This is an optimization exercise on Yosys and OpenROAD, whose aim is small area, not a production implementation. The RTL was checked by simulation tests, not by an equivalence proof against the original design. Power is estimated from default activity; no workload was simulated.

sierra:
## oscq
module oscq (
    input  wire        clk,
    input  wire        rst,         
    input  wire        tx_valid,
    input  wire        tx_rw,       
    input  wire [3:0]  tx_idx,
    input  wire [31:0] tx_data,
    output reg         rd_valid,
    output wire [31:0] rd_data,
    output reg         smp_valid,
    output wire [15:0] smp_data,
    output wire        done
);
export LEC_CHECK = 0
export CAP_MARGIN = 0
export CORE_MARGIN = 2
export CORE_UTILIZATION = 40
export SLEW_MARGIN = 0
export SYNTH_HIERARCHICAL = 1
export SYNTH_MEMORY_MAX_BITS = 16384
create_clock -name core_clock -period 10.0 [get_ports {clk}]
standard.sh (not shown) runs the stock make flow with config.mk's settings and CLKGATE_MAP_FILE= SYNTH_SCRIPT=/design/flow/synth_recipe.tcl, a recipe that flattens the netlist after the stock synthesis.
==> flow/flow/run.sh <==
#!/bin/bash
# Own layout flow: the standard layout (standard.sh: ORFS synthesis unchanged,
# then floorplan to finish) with two layout options changed:
#  - ports are buffered with the small sky130_fd_sc_hd__buf_1 instead of the
#    buffer that buffer_ports picks by itself (still one buffer on every input
#    and output port);
#  - clock tree synthesis builds the tree from sky130_fd_sc_hd__clkbuf_8 and
#    inserts no dummy loads.
# Every tool's output goes to the ORFS logs under orfs/logs and, for the make
# run as a whole, to standard.log in this folder.
set -euo pipefail
export BUFFER_PORTS_ARGS="-buffer_cell sky130_fd_sc_hd__buf_1"
export CTS_ARGS="-sink_clustering_enable -repair_clock_nets -dont_use_dummy_load -buf_list sky130_fd_sc_hd__clkbuf_8"
bash standard.sh > standard.log 2>&1
#### Input delta (harbor over sierra)
- CTS_BUF_LIST newly set to sky130_fd_sc_hd__clkbuf_8
- SLEW_MARGIN changed from 0 to 5
- CAP_MARGIN changed from 0 to 5
==> flow/run.sh (new file) <==
#!/bin/bash
# synth_recipe.tcl (not shown) runs the flow's synth.tcl, then flattens the netlist and writes it again
# the make line also repeats each setting of config.mk as NAME=value (left out here)
make -C /OpenROAD-flow-scripts/flow DESIGN_CONFIG=/design/flow/config.mk WORK_HOME=/design/flow/orfs CLKGATE_MAP_FILE= SYNTH_SCRIPT=/design/flow/synth_recipe.tcl finish
removed: flow/flow/run.sh
removed: flow/standard.sh
Findings:
Taking sierra as the reference point, the signed area change from the synthesized netlist to the final layout of harbor rises by 6.2 points. Summary of harbor over sierra: fraction of power consumed by the clock network went up by 5.4 points; first-iteration DRC count went down by 16%; critical path data arrival time went up by 0.12 ns. Every stage of the flow completed for harbor, and the final layout passed the timing, DRC and antenna checks. From sierra to harbor the numbers moved as follows: fraction of met2 tracks used by global routing shows an increase of 1.3 points, number of cells on the worst hold path about even. harbor vs. sierra: cell area after placement picked up an extra 580 sq um, final wirelength picked up an extra 1.1%.
The following lists how pepper was set up differently from harbor:
- putting GPL_TIMING_DRIVEN at 0 where nothing was set
- clearing CTS_BUF_LIST, which used to be sky130_fd_sc_hd__clkbuf_8
==> flow/flow/run.sh (new file) <==
#!/bin/bash
# Own layout flow: the standard layout (standard.sh: ORFS synthesis unchanged,
# then floorplan to finish) with two layout options changed:
#  - ports are buffered with the small sky130_fd_sc_hd__buf_1 instead of the
#    buffer that buffer_ports picks by itself (still one buffer on every input
#    and output port);
#  - clock tree synthesis builds the tree from sky130_fd_sc_hd__clkbuf_8 and
#    inserts no dummy loads.
# Every tool's output goes to the ORFS logs under orfs/logs and, for the make
# run as a whole, to standard.log in this folder.
set -euo pipefail
export BUFFER_PORTS_ARGS="-buffer_cell sky130_fd_sc_hd__buf_1"
export CTS_ARGS="-sink_clustering_enable -repair_clock_nets -dont_use_dummy_load -buf_list sky130_fd_sc_hd__clkbuf_8"
bash standard.sh > standard.log 2>&1
==> flow/standard.sh (new file) <==
#!/bin/bash
# synth_recipe.tcl (not shown) runs the flow's synth.tcl, then flattens the netlist and writes it again
# the make line also repeats each setting of config.mk as NAME=value (left out here)
make -C /OpenROAD-flow-scripts/flow DESIGN_CONFIG=/design/flow/config.mk WORK_HOME=/design/flow/orfs CLKGATE_MAP_FILE= SYNTH_SCRIPT=/design/flow/synth_recipe.tcl "${@:-finish}"
removed: flow/run.sh
Findings:
| cell area | pepper vs harbor | better |
Comparing pepper against harbor, there is no change at all in non-clock inverter total of the final layout.
Delta (pepper minus harbor): met1 track utilization from global routing shows a reduction of 1.5 points; leakage power shows a reduction of 1.6%; clock period minus worst slack shows an increase of 0.10 ns.
phase_r[27]$_DFF_P_ as the capture point of the worst path was reported by pepper, and phase_r[26]$_DFF_P_ by harbor.
Modified inputs, nickel compared to pepper
- swapping 5 for 20 in CAP_MARGIN
- swapping 5 for 20 in SLEW_MARGIN
- clearing GPL_TIMING_DRIVEN, which used to be 0
==> notes.md <==
- Diff nickel..pepper | total die area | unchanged
- Comparing nickel with pepper, the power consumption came out essentially unchanged.
- Between nickel and pepper, utilization after layout is lower for nickel, pepper comes in above that.
- nickel — wire length on met1 7.5% higher, pepper as reference
- Between nickel and pepper, the difference in worst-skew pair later-pin latency is negligible.
- Across both runs, final cell count was lower for nickel than for pepper.
- nickel vs pepper: sequential share of layout area up in nickel
### nickel -> ember
-- flow/flow/run.sh --
<<< nickel, line 13
export CTS_ARGS="-sink_clustering_enable -repair_clock_nets -dont_use_dummy_load -buf_list sky130_fd_sc_hd__clkbuf_8"
>>> ember, line 13
export CTS_ARGS="-sink_clustering_enable -repair_clock_nets -dont_use_dummy_load -sink_clustering_size 24 -sink_clustering_max_diameter 150 -buf_list sky130_fd_sc_hd__clkbuf_8"
## What came out
- ember finished all stages; the layout is clean.
- Clock buffer count in the final layout: ember vs nickel identical
- Wire length reported by the detailed router: ember vs nickel identical
- Status: portion of total power attributed to combinational logic parity (ember, nickel)
- Clock network fraction of design power essentially unchanged between nickel and ember.
- Diff ember..nickel | maximum frequency | unchanged
Here is what was changed in the inputs of amber compared with ember.
- swapping 20 for 5 in CAP_MARGIN
- swapping 20 for 5 in SLEW_MARGIN
-- flow/flow/run.sh --
<<< ember, line 13
export CTS_ARGS="-sink_clustering_enable -repair_clock_nets -dont_use_dummy_load -sink_clustering_size 24 -sink_clustering_max_diameter 150 -buf_list sky130_fd_sc_hd__clkbuf_8"
>>> amber, line 13
export CTS_ARGS="-sink_clustering_enable -repair_clock_nets -dont_use_dummy_load -buf_list sky130_fd_sc_hd__clkbuf_8"
Notes after the runs:
- amber went all the way through the flow, and no timing, DRC or antenna check failed.
- | clock power | amber vs ember | ≈ equal |
- As far as multi-input combinational area share is concerned, amber and ember perform about the same.
- Between ember and amber, the area of the multi-input gates does not differ in any meaningful way.
- On overall power of the completed layout, amber and ember are basically level.
- Diff ember..amber | max-capacitance violation count | unchanged
- amber and ember ended up with roughly the same number of sinks handled by clock tree synthesis.
- Diff ember..amber | maximum number of buffers from clock root to sink | unchanged
- Against ember, amber comes in 0.0012 mW higher on total net switching power.
- | part of the power in the clock network | amber vs ember | ≈ equal |

==> re-timing with driven ports <==
No port has a modelled driver above. Below, the same layouts with a new extraction and two added sets of constraints. Step 1, drivers: a clkbuf_16 drives clk and a buf_2 each remaining input, both assumed. Step 2 also shifts input and output timing later by t, the mid clock arrival at the registers, as if the neighbouring blocks saw the same clock. Slacks: ideal ports / drivers / drivers and shift; pairs: ideal ports / drivers.
run	t (ns)	setup WS [ns]	clock arrival spread, ns	worst slew at a driven data input, ns	cell pins on the clock port's net
sierra	0.491	0.407 / 0.407 / 0.407	0.043 / 0.044	0.06	1
harbor	0.514	0.343 / 0.343 / 0.343	0.025 / 0.025	0.06	1
pepper	0.483	0.240 / 0.240 / 0.240	0.031 / 0.031	0.06	1
nickel	0.489	0.404 / 0.404 / 0.404	0.043 / 0.043	0.06	1
ember	0.489	0.404 / 0.404 / 0.404	0.043 / 0.043	0.06	1
amber	0.491	0.407 / 0.407 / 0.407	0.043 / 0.044	0.06	1
After both steps setup and hold are still met in every run listed.
